What follows belongs to an exercise in optimizing a design on an open flow for small area, a short achievable clock period and few clock cycles; a production flow would make more cautious choices. In this exercise RTL edits were held to simulation tests only and were not proved equivalent to the original.

[flow/config.mk]
export PLATFORM = sky130hd
export DESIGN_NAME = e803_au
export DESIGN_NICKNAME = e803_au
export VERILOG_FILES = /design/flow/design.v
export SDC_FILE = /design/flow/constraint.sdc
export NUM_CORES = 4
export LEC_CHECK = 0
export CAP_MARGIN = 20
export CORE_MARGIN = 2
export CORE_UTILIZATION = 45
export SETUP_SLACK_MARGIN = 4.5
export SLEW_MARGIN = 20
[flow/constraint.sdc]
create_clock -name core_clock -period 10.0 [get_ports {clk}]
set_input_delay 2.0000 -clock core_clock [delete_from_list [all_inputs] [get_ports {clk}]]
set_output_delay 2.0000 -clock core_clock [all_outputs]
set_load 0.01 [all_outputs]
[flow/design.v]
module e803_au (
    input             clk,
    input             rst,         
    input             in_valid,
    output            in_ready,
    input      [5:0]  in_op,       
    input      [6:0]  in_k,        
    input      [38:0] in_n,        
    output reg        out_valid,
    output reg        out_we,      
    output     [38:0] out_wdata,   
    output reg        out_taken,   
    output reg [38:0] acc,
    output reg [37:0] ar,
    output reg        ovr
);
    localparam S_IDLE  = 3'd0;
    localparam S_SHIFT = 3'd1;
    localparam S_MUL   = 3'd2;
    localparam S_DIV   = 3'd3;
    localparam S_CHK   = 3'd4;
    localparam S_FIN   = 3'd5;
    reg  [2:0]  state;
    reg  [2:0]  op5;        
    reg  [6:0]  cnt;
    reg         dneg;       
    reg         qneg;       
    reg         full;       
    reg         hph;        
    reg         xf;         
    reg         mp, mz;     
    reg  [38:0] w;          
    reg  [38:0] r;          
    assign in_ready  = (state == S_IDLE);
    assign out_wdata = w;
    wire        st_idle  = (state == S_IDLE);
    wire        st_shift = (state == S_SHIFT);
    wire        st_mul   = (state == S_MUL);
    wire        st_div   = (state == S_DIV);
    wire        st_chk   = (state == S_CHK);
    wire        st_fin   = (state == S_FIN);
    wire        acpt   = st_idle && in_valid;
    wire [2:0]  grp    = in_op[5:3];
    wire [2:0]  fn     = in_op[2:0];
    wire        g5     = (grp == 3'd5);
    wire        i_alu  = ~grp[2];                        
    wire        i_jmp  = (grp == 3'd4);
    wire        i_sh   = g5 && (fn == 3'd0 || fn == 3'd1 || fn == 3'd4 || fn == 3'd5);
    wire        i_mul  = g5 && (fn == 3'd2 || fn == 3'd3);
    wire        i_div  = g5 && (fn == 3'd6);
    wire        i_rdar = g5 && (fn == 3'd7);
    wire        selq    = st_fin || (st_idle && i_rdar);
    wire        fin_div = (op5 == 3'd6);
    wire [2:0]  cur_op  = st_idle ? fn : op5;
    wire        srl_z   = (cur_op == 3'd1);
    wire        e1      = (hph ? acc[37] : ar[37]) ^ dneg;
    wire        e2      = (hph ? acc[36] : ar[36]) ^ dneg;
    wire [39:0] a_src  = (st_div || st_chk) ? {r, e1 & st_div} :
                         selq ? {1'b0, acc[0] & st_fin & (full | ~fin_div), ar} :
                                {acc[38] & ~(srl_z & (st_shift | (st_idle & i_sh))), acc};
    wire        b_w    = ~st_idle;                       
    reg         enA, invA, enB, invB, cinA;
    always @(*) begin
        enA = 1'b0; invA = 1'b0; enB = 1'b0; invB = 1'b0; cinA = 1'b0;
        if (st_fin) begin
            enA = 1'b1; invA = fin_div & qneg; cinA = fin_div & (qneg ^ xf);
        end else if (st_div) begin                       
            enA = 1'b1; enB = 1'b1; invB = ~(r[38] ^ w[38]); cinA = invB;
        end else if (st_chk) begin
            enA = 1'b1;
        end else if (st_mul) begin                       
            enA = 1'b1; enB = mp ^ mz; invB = mp; cinA = mp;
        end else if (st_shift) begin
            enA = 1'b1;
        end else if (i_rdar || i_mul || i_sh) begin
            enA = 1'b1;
        end else if (i_div) begin                        
            enA = 1'b1; invA = acc[38];
            enB = 1'b1; invB = ~in_n[38]; cinA = ~in_n[38];
        end else begin
            case (fn)
            3'd0: begin enA = ~grp[0]; enB = grp[0]; end
            3'd1: begin enA = ~grp[0]; invA = ~grp[0]; enB = grp[0]; invB = grp[0]; cinA = 1'b1; end
            3'd2: begin enB = 1'b1; cinA = 1'b1; end
            3'd4: begin enA = 1'b1; enB = 1'b1; end
            3'd5: begin enA = 1'b1; enB = 1'b1; invB = 1'b1; cinA = 1'b1; end
            3'd7: begin enA = 1'b1; invA = 1'b1; enB = 1'b1; cinA = 1'b1; end
            default: ;
            endcase
        end
    end
    wire [39:0] b_src = b_w ? {w[38], w} : {in_n[38], in_n};
    wire [39:0] opA   = (a_src & {40{enA}}) ^ {40{invA}};
    wire [39:0] opB   = (b_src & {40{enB}}) ^ {40{invB}};
    wire [39:0] s1    = opA + opB + {39'd0, cinA};
    wire        is_and = (fn == 3'd3) && !selq;
    wire [38:0] f_res = is_and ? (acc & in_n) : s1[38:0];
    wire        f_ovf = !is_and && (s1[39] ^ s1[38]);
    wire        skip  = s1[39];                          
    wire [39:0] wx     = {w[38], w};
    wire        x2     = st_div ? ~(s1[38] ^ w[38]) :
                         st_chk ? (~r[38] & ~w[38]) : (st_mul & r[0]);
    wire        en2    = st_div | (st_chk & ~r[38]) | (st_mul & (r[0] ^ mp));
    wire [39:0] in2    = st_div ? {s1[38:0], e2} : {s1[39], s1[39:1]};
    wire [39:0] s2     = in2 + ((wx & {40{en2}}) ^ {40{x2}}) + {39'd0, x2};
    wire        q1     = ~s1[39];
    wire        q2     = ~s2[39];
    wire        h_z    = ~full | ~|acc[37:0];
    wire        h_1    = full & (acc[37:0] == 38'd1);
    wire        l_1    = &ar;
    wire        l_0    = ~|ar;
    wire        q_lt   = h_z && !(xf && l_1);                      
    wire        q_eq   = (h_1 && l_0 && !xf) || (h_z && l_1 && xf);  
    wire        div_ovf = !(q_lt || (qneg && q_eq));
    wire        mul_ovf = !((&{xf, acc}) || ~(|{xf, acc}));
    wire        fin_ovf = fin_div ? div_ovf : mul_ovf;
    wire        sh_dbl = ~fn[0];                         
    wire [6:0]  k_cl   = sh_dbl ? ((in_k > 7'd78) ? 7'd78 : in_k)
                                : ((in_k > 7'd40) ? 7'd40 : in_k);
    wire        sh_go  = (acpt && i_sh && k_cl != 7'd0) || st_shift;
    wire        sh_one = st_idle && k_cl[0];             
    wire        sh_left = cur_op[2];                     
    wire        sh_sgl  = cur_op[0];                     
    wire        sh_last = st_idle ? (k_cl <= 7'd2) : (cnt == 7'd2);
    wire        lsh_ovf = sh_one ? (acc[38] ^ acc[37])
                                 : !((&acc[38:36]) || ~(|acc[38:36]));
    wire        mul_last = st_mul && (cnt == 7'd0);
    wire        div_end  = st_div && (cnt == 7'd0) && !hph;
    wire a_alu  = acpt && ((i_alu && !grp[1]) || i_rdar) || st_fin;
    wire a_inn  = acpt && (grp == 3'd3);
    wire a_shl2 = (sh_go && sh_left && !sh_one) || (st_div && hph);
    wire a_shl1 = sh_go && sh_left && sh_one;
    wire a_s2hi = (sh_go && !sh_left && !sh_one) || (st_mul && !mul_last);
    wire a_s2lo = (sh_go && !sh_left && sh_one) || mul_last;
    wire a_zero = acpt && (i_mul || (i_div && in_n == 39'd0));
    wire acc_en = rst || a_alu || a_inn || a_shl2 || a_shl1 || a_s2hi || a_s2lo || a_zero;
    wire [1:0] afill2 = st_div ? {q1, q2} : (sh_sgl ? 2'b00 : ar[37:36]);
    wire       afill1 = sh_sgl ? 1'b0 : ar[37];
    wire [38:0] acc_d = {39{!rst}} & (
                        ({39{a_alu}}  & f_res)
                      | ({39{a_inn}}  & in_n)
                      | ({39{a_shl2}} & {acc[36:0], afill2})
                      | ({39{a_shl1}} & {acc[37:0], afill1})
                      | ({39{a_s2hi}} & s2[39:1])
                      | ({39{a_s2lo}} & s2[38:0]));
    wire r_sgl  = (acpt && i_sh && sh_sgl) || (st_shift && sh_sgl);
    wire b_shl2 = (sh_go && sh_left && !sh_one && !r_sgl) || (st_div && !hph);
    wire b_shl1 = sh_go && sh_left && sh_one && !r_sgl;
    wire b_rs2  = ((sh_go && !sh_left && !sh_one) || (st_mul && !mul_last)) && !r_sgl;
    wire b_rs1  = ((sh_go && !sh_left && sh_one) || mul_last) && !r_sgl;
    wire b_zero = r_sgl || st_fin || (acpt && i_div && in_n == 39'd0);
    wire ar_en  = rst || b_shl2 || b_shl1 || b_rs2 || b_rs1 || b_zero;
    wire [1:0] bfill2 = st_div ? {q1, q2} : 2'b00;
    wire [37:0] ar_d = {38{!rst}} & (
                        ({38{b_shl2}} & {ar[35:0], bfill2})
                      | ({38{b_shl1}} & {ar[36:0], 1'b0})
                      | ({38{b_rs2}}  & {s2[0], s1[0], ar[37:2]})
                      | ({38{b_rs1}}  & {s1[0], ar[37:1]}));
    wire n_zero  = (in_n == 39'd0);
    wire r_opa   = acpt && (i_mul || (i_div && skip));
    wire r_zero  = acpt && i_div && !skip;
    wire r_s2    = st_div;
    wire r_asr   = st_mul;
    wire r_en    = r_opa || r_zero || r_s2 || r_asr;
    wire [38:0] r_d = ({39{r_opa}} & opA[38:0])
                    | ({39{r_s2}}  & s2[38:0])
                    | ({39{r_asr}} & {r[38], r[38], r[38:2]});
    wire w_acc = acpt && (grp == 3'd1);
    wire w_f   = acpt && (grp == 3'd2 || grp == 3'd3);
    wire w_inn = acpt && (i_mul || i_div);
    wire w_en  = w_acc || w_f || w_inn;
    wire [38:0] w_d = ({39{w_acc}} & acc) | ({39{w_f}} & f_res) | ({39{w_inn}} & in_n);
    always @(posedge clk) begin
        if (acc_en) acc <= acc_d;
        if (ar_en)  ar  <= ar_d;
        if (r_en)   r   <= r_d;
        if (w_en)   w   <= w_d;
    end
    always @(posedge clk) begin
        if (rst) begin
            state     <= S_IDLE;
            out_valid <= 1'b0;
            ovr       <= 1'b0;
        end else begin
            out_valid <= 1'b0;
            case (state)
            S_IDLE: if (in_valid) begin
                out_we    <= (grp == 3'd1 || grp == 3'd2 || grp == 3'd3);
                out_taken <= 1'b0;
                op5       <= fn;
                if (i_alu) begin
                    ovr       <= ovr | f_ovf;
                    out_valid <= 1'b1;
                end else if (i_jmp) begin
                    case (fn[2:1])
                        2'd0: out_taken <= 1'b1;
                        2'd1: out_taken <= acc[38];
                        2'd2: out_taken <= (acc == 39'd0);
                        default: begin
                            out_taken <= ovr;
                            ovr       <= 1'b0;
                        end
                    endcase
                    out_valid <= 1'b1;
                end else if (i_sh) begin
                    if (sh_left && k_cl != 7'd0) ovr <= ovr | lsh_ovf;
                    cnt <= k_cl - (sh_one ? 7'd1 : 7'd2);
                    if (k_cl <= 7'd2) out_valid <= 1'b1;
                    else              state     <= S_SHIFT;
                end else if (i_mul) begin
                    mp    <= 1'b0;
                    mz    <= 1'b0;
                    cnt   <= 7'd19;
                    state <= S_MUL;
                end else if (i_div) begin
                    if (n_zero) begin
                        ovr       <= 1'b1;
                        out_valid <= 1'b1;
                    end else begin
                        dneg  <= acc[38];
                        qneg  <= acc[38] ^ in_n[38];
                        full  <= ~skip;
                        hph   <= ~skip;
                        xf    <= 1'b0;
                        cnt   <= 7'd18;
                        state <= S_DIV;
                    end
                end else begin                            
                    out_valid <= 1'b1;
                end
            end
            S_SHIFT: begin
                if (sh_left) ovr <= ovr | lsh_ovf;
                cnt <= cnt - 7'd2;
                if (cnt == 7'd2) begin
                    out_valid <= 1'b1;
                    state     <= S_IDLE;
                end
            end
            S_MUL: begin
                cnt <= cnt - 7'd1;
                mz  <= r[0];
                mp  <= r[1];
                if (cnt == 7'd0) begin
                    if (op5 == 3'd2) begin                
                        ovr       <= ovr | (s2[39] ^ s2[38]);
                        out_valid <= 1'b1;
                        state     <= S_IDLE;
                    end else begin
                        xf    <= s2[39];
                        state <= S_FIN;
                    end
                end
            end
            S_DIV: begin
                cnt <= cnt - 7'd1;
                if (cnt == 7'd0) begin
                    if (hph) begin
                        hph <= 1'b0;
                        cnt <= 7'd18;
                    end else
                        state <= dneg ? S_CHK : S_FIN;
                end
            end
            S_CHK: begin
                xf    <= &s2;
                state <= S_FIN;
            end
            default: begin                                
                ovr       <= ovr | fin_ovf;
                out_valid <= 1'b1;
                state     <= S_IDLE;
            end
            endcase
        end
    end
endmodule
[flow/run.sh]
#!/bin/bash
# synth_recipe.tcl (not shown) runs the flow's synth.tcl, then flattens the netlist and writes it again
# the make line also repeats each setting of config.mk as NAME=value (left out here)
make -C /OpenROAD-flow-scripts/flow DESIGN_CONFIG=/design/flow/config.mk WORK_HOME=/design/flow/orfs CLKGATE_MAP_FILE= SYNTH_SCRIPT=/design/flow/synth_recipe.tcl finish
==> metrics.md <==
| Metric | Value |
|---|---|
| Outcome | complete, but fails checks |
| Layout check faults | setup timing |
| Total number of vias | 24746 |
| DRC | 0 |
| Number of flops mapped to enable cells by yosys | approximately 170 |
| Pin count of the biggest net entering global routing | 61 |
| Crit Path Category | in -> reg |
| Hold Vio Cnt, Final | 0 |
| Slowest stage cell, crit path | a221o_1 |
| Final period util | 1.13 |
| Mapped Cells | between 2000 and 2500 |
| Synthesized area | ~20000 um2 |
| DR WL/cell | 27.2 um |
| Critical Path RT | ~10 ns |
| Synth warn | 1 |
| Vias in the first global route | 23542 |
| Slew margin rel. | 0.174 |
| Num rows | 76 |
| CP dominant cell by count | buf_4 |
| Setup crit end kind | register |
| IO Pins | roughly 180 |
| Synth Net Count | 2582 |
| Area grow syn2layout | 52.3% |
| Top post-synthesis cells by area | edfxtp_1, a21oi_1, nand2_1 |
| Syn Area/Cell | 7.97 um2 |
| Initial DRC Count | 3560 |
| IO Port Bufs | 175 |
| Hold depth | 1 |
| Clk buf depth | 2 |
| Max-slew violation total from the final report | 0 |
| Share of cells above drive strength 1 | 0.337 |
| HPWL Detailed | 72.4 mm |
| Seq/Total Area, Yosys | 0.274 |
| Main synth FF type | edfxtp_1 |
| Area after DPL | 26200 um2 |
| Highest Clock Rate | 88.8 MHz |
| Clock sink count | 179 |
| Placer congestion estimate | slightly above 1 |
| Worst-margin pin slew | 1.24 ns |
| Setup ws final | -1.26 ns |
| Die Wd | 212 um |
| Post-CTS Hold Buffers | 0 |
| Async SR Flop Fraction | 0 |
| Starting Density | 0.453 |
| Vias per cell | 6.61 |
| Crit path max fanout | 8 |
| Nets | 3285 |
| Initial antenna violation count | 4 |
| Crit path DAT | roughly 12 ns |
| Finished Cell Area | 29600 um2 |
| Critical path's largest stage delay | approximately 0.4 ns |
| Worst skew pair latency | 0.53 ns |
| CTS tree | built |
| RSZ-0062 raised after global routing | true |
| Router iterations before antenna repair | 7 |
| Htree depth | 4 |
| #FFs+latches synth | 179 |
| Post-Layout Cell Count | 3743 |
| Chip height | 212 um |
| Yosys top cell area share | 0.269 |
| Core Region | 42900 um2 |
| Final setup violation count | 2 |
| CTS buffer count | 17 |
| Clock slew at reported path FFs | 0.09 ns |
| Routed Antenna Nets | 0 |
| Max-capacitance violation count | 0 |
| Total track usage | 0.441 |
| Startpoint types | primary input |
| Hold slack | 0.641 ns |
| Leading area contributor after synthesis | edfxtp_1 |
| CTS root buf | clkbuf_16 |
| Global route total overflow | 0 |
| Dpl cells | ~3600 |
| Worst r2r path cells | 54 |
| Routed WL | a little over 100 mm |
| Crit path time final | around 11 ns |
| Die area | 44900 um2 |
| Clk_skew | 0.0169 ns |
| Min-delay worst type | reg -> reg |
| First-pass GRT wire length | between 100 and 150 mm |
| Netlist cell types | a little over 80 |
==> path summary, 6_finish.rpt <==
path / slack (ns) / end / from
setup / recovery: -1.26 / xf$_DFFE_PP_ / in_op[4]
hold / removal: 0.64 / mp$_SDFFCE_PN0P_ / r[1]$_DFFE_PP_
setup reg to reg: -0.29 / xf$_DFFE_PP_ / state[0]$_SDFFE_PP0P_
hold reg to reg: 0.64 / mp$_SDFFCE_PN0P_ / r[1]$_DFFE_PP_
==> metrics by stage <==
step           setup TNS [ns]   util  setup WS (ns)
6_report                -1.38  0.690          -1.26
5_1_grt                 -1.94  0.690          -1.56
4_1_cts                -0.947  0.670         -0.947
3_5_place_dp           -10.34  0.610          -2.54
3_3_place_gp            -6.50  0.610          -2.15
2_1_floorplan          -0.883      -         -0.820
==> final cells by class <==
class,instances,area [um2]
diodes,3,7.51
multi-input cells,2021,15300
well taps,585,732
repair buffers,867,7430
inverters,56,218
clock inverters,14,176
flip-flops and latches,179,5330
clock buffers,18,429
fillers,3518,13300
==> placed cells by master, fill, tap and decap left out, drive strengths merged, types with 26 or more instances in the layout <==
master	count
ha	84
o2bb2ai	36
clkdlybuf4s50	167
a31oi	37
xnor2	93
inv	61
a21o	42
edfxtp	174
o21ai	139
buf	699
xor2	113
a221oi	37
nor2b	26
nand3	34
nand4	47
nor2	200
a22oi	110
mux2i	57
nor3	40
a311oi	37
nand2	314
a21oi	253
a22o	29
nor4	37
==> synthesized netlist by cell type (36+ instances only) <==
master / number
nand2_1: 313
a21oi_1: 252
nor2_1: 200
edfxtp_1: 174
clkbuf_1: 147
o21ai_0: 133
xor2_1: 111
a22oi_1: 110
xnor2_1: 91
ha_1: 84
mux2i_1: 57
inv_1: 55
nand4_1: 47
a21o_1: 42
nor3_1: 40
a221oi_1: 37
a311oi_1: 37
nor4_1: 37
a31oi_1: 36
o2bb2ai_1: 36
==> what timing repair did <==
item                                    CTS  global route
pin swaps                               118           130
resized for setup                       317           117
endpoints found under the setup margin  196           231
setup buffers                            72            32
==> metal layers <==
layer | vias to the layer above | routed length (um) | GRT usage
met5 | - | 13 | 0
met3 | 487 | 11600 | 0.108
met4 | 2 | 7660 | 0.288
met1 | 11779 | 38300 | 0.563
li1 | 10636 | - | -
met2 | 1842 | 44300 | 0.663
==> worst max-delay path: cells and delay by family <==
family	cells	cell delay, ns
compound gates	22	4.74
xor+xnor	4	0.80
fa+ha+maj	2	0.55
buf+inv	24	2.91
simple gates	2	0.50
==> registers in the layout, summed over array words and instances (netlist names) <==
signal,count
mp,1
state,3
out_valid,1
hph,1
full,1
mz,1
r,39
op5,3
out_we,1
xf,1
acc,39
out_taken,1
ovr,1
ar,38
dneg,1
qneg,1
cnt,7
w,39
==> cells by family (layout without fill, tap and decap cells) <==
group                      Yosys count  in the layout  synth area share
adders and majority gates           88             88            0.0582
AOI/OAI and AO/OA                  867            867             0.303
muxes                               59             59            0.0305
other                                1              4          0.000193
xor gates and xnor gates           208            208            0.0967
DFF                                179            179             0.274
and+or+nand+nor                    798            798             0.190
buffers and inverters              239            955            0.0470
Testbench counts, summed over its fixed seeds: cycles 103,794.

## port drivers added, routing unchanged
The flow's constraints put no driver on any port. The routed layout listed below was extracted and timed again, unchanged, in two steps.
Step 1 assumes that a clkbuf_16 drives the clock port and a buf_2 every other input.
Step 2 also shifts input and output timing later by t, the mid clock arrival at the registers, as if the neighbouring blocks saw the same clock.
Three values: ideal, step 1, step 2; two values: the first two.
t (ns): 0.578
setup slack, ns: -1.261 / -1.241 / -1.819
latest minus earliest clock arrival (ns): 0.017 / 0.016
For this run, drivers alone change the setup slack by +0.020 ns; drivers and shift together by -0.558 ns.
